From an optimization exercise on the open Yosys and OpenROAD flow, aimed at small area and few clock cycles; shortcuts taken in it are not production practice.
Function was checked by simulation only, so behaviour that the tests miss may differ from the original.
No activity file was given, so power comes from the tool's default toggle rates.

--- flow/design.v ---
module fshv (
    input  wire        clk,
    input  wire        rst,
    input  wire        cmd_valid,
    input  wire [7:0]  cmd,
    output wire        cmd_ready,
    input  wire [15:0] store_len,
    output wire        rd_req,
    output wire [15:0] rd_addr,
    input  wire        rd_ack,
    input  wire [7:0]  rd_data,
    output reg         out_valid,
    output reg  [2:0]  out_kind,
    output wire [7:0]  out_class,
    output wire [7:0]  out_id,
    output wire [15:0] out_len,
    output wire [15:0] out_pos,
    output wire [15:0] out_expected,
    output wire [15:0] out_got,
    output wire [15:0] cursor,
    output reg         commit_valid,
    output wire [15:0] commit_count,
    output reg         err_illegal_cmd,
    output reg         err_cursor
);
    localparam [7:0]  P_SYNC1   = 8'hB5;
    localparam [7:0]  P_SYNC2   = 8'h62;
    localparam [10:0] P_MAX_LEN = 11'd1240;
    localparam [7:0] CMD_SCAN   = 8'h01;
    localparam [7:0] CMD_COMMIT = 8'h02;
    localparam [2:0] K_NONE     = 3'd0;
    localparam [2:0] K_FRAME_OK = 3'd1;
    localparam [2:0] K_CK_MIS   = 3'd2;
    localparam [2:0] K_NEED     = 3'd3;
    localparam [2:0] K_HOST_ERR = 3'd4;
    reg        busy;      
    reg        inf;       
    reg [15:0] m;         
    reg [10:0] o;         
    reg [7:0]  cls;
    reg [7:0]  id;
    reg [10:0] len;
    reg [7:0]  ck_a;
    reg [7:0]  ck_b;
    reg [7:0]  rx_a;
    reg [7:0]  rx_b;
    reg        got_a;     
    reg        sh_p;      
    reg        sh_f;      
    reg [10:0] q;
    wire is_mis = (out_kind == K_CK_MIS);
    wire show   = (out_kind == K_FRAME_OK) | is_mis;
    wire [10:0] cur_o = inf ? 11'd0 : is_mis ? 11'd2 : o;
    wire [10:0] b_o   = busy ? o : cur_o;
    wire [15:0] addr  = m + {5'd0, b_o};
    assign cursor       = addr;
    assign commit_count = addr;
    assign rd_addr      = addr;
    wire at_end  = (addr == store_len);
    wire past    = (addr > store_len);
    assign rd_req = busy & ~at_end;
    assign cmd_ready = ~rst & ~busy & ~commit_valid;
    assign out_class    = show ? cls : 8'd0;
    assign out_id       = show ? id : 8'd0;
    assign out_len      = show ? {5'd0, len} : 16'd0;
    assign out_pos      = show ? m : 16'd0;
    assign out_expected = show ? {rx_b, rx_a} : 16'd0;
    assign out_got      = show ? {ck_b, ck_a} : 16'd0;
    wire [7:0] b = rd_data;
    wire b_s1 = (b == P_SYNC1);
    wire b_s2 = (b == P_SYNC2);
    wire [10:0] o_inc = o + 11'd1;
    wire o_is1  = (o == 11'd1);
    wire o_hdr  = (o[10:3] == 8'd0) & ~(o[2] & o[1]);      
    wire [11:0] len6 = {1'b0, len} + 12'd6;
    wire o_cka  = ({1'b0, o} == len6);
    wire [7:0] ck_a_next = ck_a + b;
    wire [7:0] ck_b_next = ck_b + ck_a_next;
    wire [15:0] len_full = {b, len[7:0]};
    wire oversize = (len_full > {5'd0, P_MAX_LEN});
    wire sb5     = b_s1 & ~o_is1;
    wire sh_f_n  = sh_f | (sh_p & b_s2);
    wire sh_p_n  = ~sh_f & ~sh_p & sb5;
    wire [10:0] q_n = (~sh_f & ~sh_p & sb5) ? o : q;
    wire [10:0] resume = (sh_f_n | sh_p_n) ? q_n : o_inc;
    always @(posedge clk) begin
        if (rst) begin
            busy            <= 1'b0;
            inf             <= 1'b0;
            m               <= 16'd0;
            o               <= 11'd0;
            out_valid       <= 1'b0;
            out_kind        <= K_NONE;
            commit_valid    <= 1'b0;
            err_illegal_cmd <= 1'b0;
            err_cursor      <= 1'b0;
        end else if (commit_valid) begin
            commit_valid <= 1'b0;
            m            <= 16'd0;
            if (!inf) o  <= 11'd0;
            out_valid    <= 1'b0;
            out_kind     <= K_NONE;
        end else if (!busy) begin
            if (cmd_valid) begin
                case (cmd)
                    CMD_SCAN: begin
                        if (past) begin
                            err_cursor <= 1'b1;
                            out_valid  <= 1'b1;
                            out_kind   <= K_HOST_ERR;
                            o          <= cur_o;
                            inf        <= 1'b0;
                        end else begin
                            busy <= 1'b1;
                        end
                    end
                    CMD_COMMIT: commit_valid <= 1'b1;
                    default:    err_illegal_cmd <= 1'b1;
                endcase
            end
        end else if (at_end) begin
            busy      <= 1'b0;
            out_valid <= 1'b1;
            out_kind  <= K_NEED;
        end else if (rd_ack) begin
            if (!inf) begin
                m <= addr;
                o <= 11'd1;
                if (b_s1) begin
                    inf  <= 1'b1;
                    sh_p <= 1'b0;
                    sh_f <= 1'b0;
                end
            end else begin
                if (!o_is1) begin
                    sh_p <= sh_p_n;
                    sh_f <= sh_f_n;
                    q    <= q_n;
                end
                o <= o_inc;
                if (o_is1) begin
                    ck_a  <= 8'd0;
                    ck_b  <= 8'd0;
                    got_a <= 1'b0;
                    if (!b_s2) begin
                        inf <= 1'b0;
                    end
                end else if (o_hdr) begin
                    ck_a <= ck_a_next;
                    ck_b <= ck_b_next;
                    case (o[1:0])
                        2'd2: cls <= b;
                        2'd3: id  <= b;
                        2'd0: len[7:0] <= b;
                        default: begin
                            len[10:8] <= b[2:0];
                            if (oversize) begin
                                inf <= 1'b0;
                                o   <= resume;
                            end
                        end
                    endcase
                end else if (got_a) begin
                    rx_b      <= b;
                    busy      <= 1'b0;
                    out_valid <= 1'b1;
                    inf       <= 1'b0;
                    if ({b, rx_a} == {ck_b, ck_a}) begin
                        out_kind <= K_FRAME_OK;
                    end else begin
                        out_kind <= K_CK_MIS;
                        o        <= resume;
                    end
                end else if (o_cka) begin
                    rx_a  <= b;
                    got_a <= 1'b1;
                end else begin
                    ck_a <= ck_a_next;
                    ck_b <= ck_b_next;
                end
            end
        end
    end
endmodule
--- flow/run.sh ---
#!/bin/bash
# synth_recipe.tcl (not shown) runs the flow's synth.tcl, then flattens the netlist and writes it again
# the make line also repeats each setting of config.mk as NAME=value (left out here)
make -C /OpenROAD-flow-scripts/flow DESIGN_CONFIG=/design/flow/config.mk WORK_HOME=/design/flow/orfs CLKGATE_MAP_FILE= SYNTH_SCRIPT=/design/flow/synth_recipe.tcl finish
--- flow/config.mk ---
export PLATFORM = sky130hd
export DESIGN_NAME = fshv
export DESIGN_NICKNAME = fshv
export VERILOG_FILES = /design/flow/design.v
export SDC_FILE = /design/flow/constraint.sdc
export NUM_CORES = 4
export LEC_CHECK = 0
export CAP_MARGIN = 20
export CORE_MARGIN = 2
export CORE_UTILIZATION = 40
export SLEW_MARGIN = 20
--- flow/constraint.sdc ---
create_clock -name core_clock -period 10.0 [get_ports {clk}]
set_input_delay 2.0000 -clock core_clock [delete_from_list [all_inputs] [get_ports {clk}]]
set_output_delay 2.0000 -clock core_clock [all_outputs]
set_load 0.01 [all_outputs]
==> run notes <==
Fill cells=1772; Finished Cell Area=9420 um2; die area=20000 um2; Max-Cap Viols=0; total CTS buffers=9; Worst Tran Pin Value=1.10 ns; Root Driver=clkbuf_16; Starting Density=40.6%; antenna fix cells=0; Worst Reg-to-Reg Cells=16; Worst Path Required=8.00 ns; EDFF count, synth=73; final setup fails=0; RSZ-0062 raised after global routing=false; PnR worst setup slack=1.96 ns; mapped cell area=7570 um2; # hold bufs at CTS=0; critical path capture point=rd_req; Detailed Route Iter0 Violations=423; count of standard-cell rows=50; nets@finish=1000; slowest stage cell, crit path=o31ai_1; initial antenna violation count=0; crit end category=output port; Worst Skew=0.0137 ns; LEAKAGE=3.42 nW; Final Cycle Share=80.4%; overall routing resource usage=20.9%; postcts setup bufs=0; clk slew on worst S/H paths=0.07 ns; Peak supply drop=0.0733 mV; Largest delay share family, worst path=simple AND/OR/NAND/NOR gates; first-pass GRT wire length=33000 um; reg2reg end=q[5]$_DFFE_PP_; # IOs=173; placed inst area=9120 um2; die width=142 um; crit path max fanout=10; Yosys reg bits=109; layout cells sized above 1=4.46%; register area share after synthesis=38.5%; final worst path period need=8.04 ns; Fmax=0.124 GHz; clock latency (worst-skew pair)=0.36 ns; final WL=20800 um; vias in the first global route=5871; min-delay worst type=flip-flop to flip-flop; final hold vios=0; reg2reg setup slack=3.11 ns; clk buf depth=2; GP Congestion=0.864; Synth Instances=804; Routed WL per cell=18.0 um; drt first pass iters=5; Slew headroom=26.6%; launch point of the worst path=out_kind[2]$_SDFFE_PP0P_; Final Max Slew Viols=0; crit path cell chain=nor3b_1 > o21ai_1 > and2_1 > ha_1 > o21ai_0 > o21ai_0 > a2111oi_0 > o31ai_1 > nand3_1 > xnor2_1 > ha_1 > nand4_1 > nor4_2 > nor2_1 > clkdlybuf4s50_1; hold depth=2; TNS Setup=0 ns; Post-synth top flop=edfxtp_1; Crit Path Class=flip-flop to output port; H-tree lvl count=3; RR Startpoint=out_kind[2]$_SDFFE_PP0P_; Final ANT Viol Nets=0; Worst EP arrival=6.04 ns; Synth cell types=72; Critical Path Source Type=flip-flop; Async S/R FF share, synth=0%; CTS tree=built; die height=142 um; syn avg cell area=9.41 um2; largest net degree at the start of global routing=53; Worst path max stage delay=0.76 ns; status=no timing/DRC/antenna violations; area growth from synthesis to layout=24.5%; Crit. path cell count=15; vias per std cell=5.38; PortBufs=167; core area=18600 um2; DRC viols=0; Critical path buffers and inverters=1; via count=6206; dpl ws=2.51 ns; total power=0.913 mW; Hold WS=0.474 ns; dpl hpwl=15300 um; Yosys warnings=1; Overflow after GRT=0; CTS Sinks=109; pwr dens=96.9 nW/um2; post-CTS resize count=0
worst min path at each step:
stage / startpoint / end / slack, ns
3_3_place_gp: err_cursor$_SDFFE_PP0P_ / err_cursor$_SDFFE_PP0P_ / 0.45
5_1_grt: out_valid$_SDFFE_PP0P_ / out_valid$_SDFFE_PP0P_ / 0.51
2_1_floorplan: m[0]$_SDFFE_PP0P_ / m[0]$_SDFFE_PP0P_ / 0.45
4_1_cts: err_cursor$_SDFFE_PP0P_ / err_cursor$_SDFFE_PP0P_ / 0.48
6_report: err_cursor$_SDFFE_PP0P_ / err_cursor$_SDFFE_PP0P_ / 0.47
3_5_place_dp: err_cursor$_SDFFE_PP0P_ / err_cursor$_SDFFE_PP0P_ / 0.46
kinds of logic (layout without fill, tap and decap cells):
group | Yosys count | in the layout | share of synthesized area, %
other | 1 | 5 | 0.0496
adder cells (fa/ha/maj) | 50 | 50 | 8.56
flip-flops | 109 | 109 | 38.5
multiplexers | 13 | 13 | 1.90
AND/OR/NAND/NOR | 310 | 310 | 22.3
buffers and inverters | 110 | 221 | 7.92
AO/OA/AOI/OAI | 152 | 152 | 14.0
XOR/XNOR | 59 | 59 | 6.83
cells in the mapped netlist, drive strengths merged, types with 4 or more instances:
cell type | n | share of area (%)
or4 | 5 | 0.55
nand2b | 4 | 0.33
a211oi | 16 | 1.6
ha | 47 | 7.8
o2111ai | 5 | 0.58
a31oi | 7 | 0.58
a21o | 11 | 1.1
o31a | 4 | 0.46
o21ai | 17 | 1.1
or2 | 5 | 0.41
a2111oi | 5 | 0.76
o31ai | 5 | 0.50
and2 | 87 | 7.2
dfxtp | 36 | 9.5
buf | 52 | 5.0
xor2 | 17 | 2.0
nor3 | 18 | 1.3
and3 | 5 | 0.41
clkbuf | 25 | 1.2
inv | 33 | 1.6
nor2 | 48 | 2.4
o221ai | 9 | 1.2
xnor2 | 42 | 4.9
edfxtp | 73 | 29
nor4 | 7 | 0.83
mux2 | 11 | 1.6
o21a | 5 | 0.50
nand3 | 23 | 1.5
nand4 | 20 | 1.7
nand2 | 57 | 2.9
a21oi | 47 | 3.2
nor2b | 17 | 1.4
layout make-up:
type	instances	area (um2)	share of cell area, %
inverter	33	124	1.31
tap	234	293	3.11
multi-input combinational	589	4090	43.4
timing repair buffer	172	1710	18.1
clock buffer	9	225	2.39
clock inverter	7	71.3	0.757
sequential	109	2910	30.9
metal layers:
| metal | vias to the layer above | wire, um | share of wire, % | GRT usage [%] |
|---|---|---|---|---|
| li1 | 3067 | - | - | - |
| met1 | 2936 | 9810 | 47 | 29.6 |
| met2 | 181 | 9550 | 46 | 32.7 |
| met3 | 22 | 1060 | 5.1 | 3.88 |
| met4 | 0 | 334 | 1.6 | 6.05 |
| met5 | - | 0 | 0 | 0 |
metrics by stage:
stage	utilization, %	cells
2_1_floorplan	-	808
5_1_grt	50.6	1153
3_5_place_dp	48.9	1137
6_report	50.6	1153
4_1_cts	50.5	1153
3_3_place_gp	48.9	1137
sequential cells by signal, indices dropped and copies added, names as in the netlist, 3 cells and up:
| signal | flops |
|---|---|
| ck_a | 8 |
| ck_b | 8 |
| cls | 8 |
| id | 8 |
| len | 11 |
| m | 16 |
| o | 11 |
| out_kind | 3 |
| q | 11 |
| rx_a | 8 |
| rx_b | 8 |
worst min-delay path: stages (launching register included):
cell     delay, ns
dfxtp_1       0.33
a21oi_1       0.04
nor2_1        0.07
layout by cell type (no fill, tap or decap), types with 4 or more instances in the layout:
cell / n
o221ai_1: 7
or2_2: 5
xnor2_1: 42
a21oi_1: 46
nand2_1: 56
buf_4: 5
clkbuf_16: 9
nand4_1: 20
dfxtp_1: 36
inv_6: 4
o2111ai_1: 5
o31ai_1: 5
or4_1: 4
o21a_1: 5
o31a_1: 4
a31oi_1: 7
nor4_1: 4
o21ai_0: 16
and3_1: 5
nor2_1: 47
and2_1: 87
a21o_1: 11
mux2_1: 11
edfxtp_1: 73
nand2b_1: 4
nor3_1: 16
nand3_1: 23
ha_1: 47
nor2b_1: 17
conb_1: 5
inv_1: 33
a211oi_1: 16
xor2_1: 17
clkdlybuf4s50_1: 167
power breakdown:
| group | leakage [nW] | internal [mW] | total [mW] | switching [mW] |
|---|---|---|---|---|
| logic | 2.32 | 0.0329 | 0.0680 | 0.0351 |
| clock network | 0.146 | 0.178 | 0.364 | 0.187 |
| registers | 0.948 | 0.480 | 0.481 | 0.000293 |
Testbench counts, summed over its fixed seeds: cycles 133,574.

afterwards: timing with drivers on the ports:
In the flow no input, the clock included, has a driving cell. The finished layout below was timed again as built, in two steps.
Step 1 sets driving cells, clkbuf_16 on the clock port and buf_2 on the other inputs (assumed; they add their load-dependent delay and slew).
Step 2, shift: input delay + t, output delay - t, t = (earliest + latest rising clock arrival at the registers) / 2. This alone moves slack from input paths to output paths.
a / b / c = no drivers / after step 1 / after step 2; a / b = the first two.
t, ns: 0.402
setup WS [ns]: 1.964 / 1.918 / 2.320
worst hold slack (ns): 0.474 / 0.474 / 0.474
slew at the worst register clock pin (ns): 0.09 / 0.09
After both steps this run still meets setup and hold. The setup slack of this run moves by -0.046 ns with the drivers and by +0.356 ns with both steps.
